Background: an optimization exercise with open tools, aiming at small area, a short achievable clock period and few clock cycles. Do not read the settings as production practice.
At most, simulation tests tie the RTL to the original design; equivalence was not proved.

==> flow/design.v (excerpt) <==
module ddp_core (
    input  wire         clk,
    input  wire         rst,           
    input  wire         cmd_valid,
    output wire         cmd_ready,
    input  wire [7:0]   cmd_op,
    input  wire [111:0] cmd_data,
    input  wire [15:0]  cmd_len,
    input  wire         cmd_txfail,    
    input  wire [63:0]  cmd_now_sec,   
    input  wire [29:0]  cmd_now_nanos,
    output reg          rsp_valid,
    output reg  [2:0]   rsp_status,
    output reg  [111:0] rsp_data,
    output reg  [15:0]  rsp_len,
    output reg          rsp_mism
);
    localparam [7:0] OP_FLAGS_ENC = 8'h10, OP_FLAGS_DEC = 8'h11,
                     OP_PF_ENC    = 8'h12, OP_PF_DEC    = 8'h13,
                     OP_HDR_SER   = 8'h14, OP_HDR_PARSE = 8'h15,
                     OP_PKT_PARSE = 8'h16,
                     OP_TX_CONFIG = 8'h20, OP_TX_SETDEST = 8'h21,
                     OP_TX_SETOFF = 8'h22, OP_TX_TCON    = 8'h23,
                     OP_TX_TCOFF  = 8'h24, OP_TX_WRITE   = 8'h25,
                     OP_TX_WRITEAT = 8'h26,
                     OP_TC_INSTANT = 8'h40, OP_TC_DELAY  = 8'h41;
    localparam [2:0] ST_OK = 3'd0, ST_MALFORMED = 3'd1, ST_TOO_LARGE = 3'd2,
                     ST_RESERVED = 3'd3, ST_TRANSPORT = 3'd4, ST_ILLEGAL = 3'd5;
    localparam [15:0] MAX_PAYLOAD   = 16'd1440;
    localparam [15:0] EPOCH_LO      = 16'h7E80;    
    reg [4:0]  hdr_flags;     
    reg [7:0]  hdr_seq;
    reg [7:0]  hdr_pf;
    reg [7:0]  hdr_dest;
    reg [31:0] hdr_offset;
    reg [15:0] hdr_length;
    reg [31:0] hdr_tc;
    reg        tc_busy;        
    reg        tc_carry;       
    reg        rdy;            
    assign cmd_ready = rdy;
    wire accept = cmd_valid && rdy;
    reg         s1_valid;
    reg [7:0]   s1_op;
    reg [109:0] s1_data;
    reg [15:0]  s1_len;
    reg         s1_fail;
    reg         s1_lt10, s1_lt14, s1_gt_max, s1_mism10, s1_mism14;
  ...
==> module ddp_add, before the edit <==
module ddp_add #(
    parameter W = 16
) (
    input  wire [W-1:0] a,
    input  wire [W-1:0] b,
    input  wire         ci,
    output wire [W-1:0] s,
    output wire         co
);
    localparam L = (W + 1 <=  2) ? 1 : (W + 1 <=  4) ? 2 : (W + 1 <=  8) ? 3 :
                   (W + 1 <= 16) ? 4 : (W + 1 <= 32) ? 5 : (W + 1 <= 64) ? 6 : 7;
    localparam N = W + 1;
    wire [N-1:0] g0 = {a & b, ci};
    wire [N-1:0] p0 = {a ^ b, 1'b0};
    genvar k, i;
    generate
        for (k = 0; k < L; k = k + 1) begin : lvl
            wire [N-1:0] gi, pi, go, po;
            if (k == 0) begin : first
                assign gi = g0;
                assign pi = p0;
            end else begin : next
                assign gi = lvl[k-1].go;
                assign pi = lvl[k-1].po;
            end
            for (i = 0; i < N; i = i + 1) begin : pos
                if ((i >> k) & 1) begin : comb
                    localparam integer J = ((i >> k) << k) - 1;
                    assign go[i] = gi[i] | (pi[i] & gi[J]);
                    assign po[i] = pi[i] & pi[J];
                end else begin : pass
                    assign go[i] = gi[i];
                    assign po[i] = pi[i];
                end
            end
        end
    endgenerate
    wire [N-1:0] c = lvl[L-1].go;
    assign s  = (a ^ b) ^ c[W-1:0];
    assign co = c[W];
endmodule
clock: 10.0 ns
lec_check: 0
cap_margin: 10
core_margin: 2
core_utilization: 50
cts_buf_list: sky130_fd_sc_hd__clkbuf_4 sky130_fd_sc_hd__clkbuf_8
place_density: 0.65
slew_margin: 10
standard.sh (not shown) runs the stock make flow with config.mk's settings and CLKGATE_MAP_FILE= SYNTH_SCRIPT=/design/flow/synth_recipe.tcl, a recipe that flattens the netlist after the stock synthesis.
==> flow/flow/run.sh <==
#!/bin/bash
# The standard layout, with a tighter setup target for timing repair
# (the constraints are unchanged) and the smallest buffer on the ports.
bash standard.sh SETUP_SLACK_MARGIN=6.8 "BUFFER_PORTS_ARGS=-buffer_cell sky130_fd_sc_hd__buf_1" finish > standard.log 2>&1
Testbench counts at the start, summed over its fixed seeds: cycles 10,492.
==> next run, changes <==
--- a/flow/design.v
+++ b/flow/design.v
@@ -18,10 +18,9 @@
     input  wire         ci,
     output wire [W-1:0] s,
     output wire         co
 );
-    localparam L = (W + 1 <=  2) ? 1 : (W + 1 <=  4) ? 2 : (W + 1 <=  8) ? 3 :
-                   (W + 1 <= 16) ? 4 : (W + 1 <= 32) ? 5 : (W + 1 <= 64) ? 6 : 7;
+    localparam L = $clog2(W + 1);
     localparam N = W + 1;
     wire [N-1:0] g0 = {a & b, ci};
     wire [N-1:0] p0 = {a ^ b, 1'b0};
     genvar k, i;
What happened: The new run finished clean. Wire length does not change. Register-to-register slack hardly moves. Worst setup slack does not change. Non-clock buffer count does not change. Flip-flop and latch count stays the same. Count of clock-buffer cells in the layout is unchanged.
The RTL of the second run of this note was laid out without a check of its function.

==> what the ideal ports hide <==
The results above use ideal ports. As a check the final layouts listed here were re-extracted and re-timed, cells and wires unchanged.
Step 1 sets driving cells, clkbuf_16 on the clock port and buf_2 on the other inputs (assumed; they add their load-dependent delay and slew).
Step 2 times the ports against the registers' clock, not the clock port: input delays grow and output delays shrink by t, the midpoint of the rising clock arrivals with the driver on.
Three values: no drivers, after step 1, after step 2; two values: the first two.
run | t, ns | slack for setup (ns) | worst hold slack (ns) | worst setup path at the end | pins driven straight from the clock port
the first run | 0.727 | 6.712 / 6.657 / 6.243 | 0.426 / 0.426 / 0.426 | input to register | 1
the second run | 0.727 | 6.712 / 6.657 / 6.243 | 0.426 / 0.426 / 0.426 | input to register | 1
After both steps every run listed still meets setup and hold.
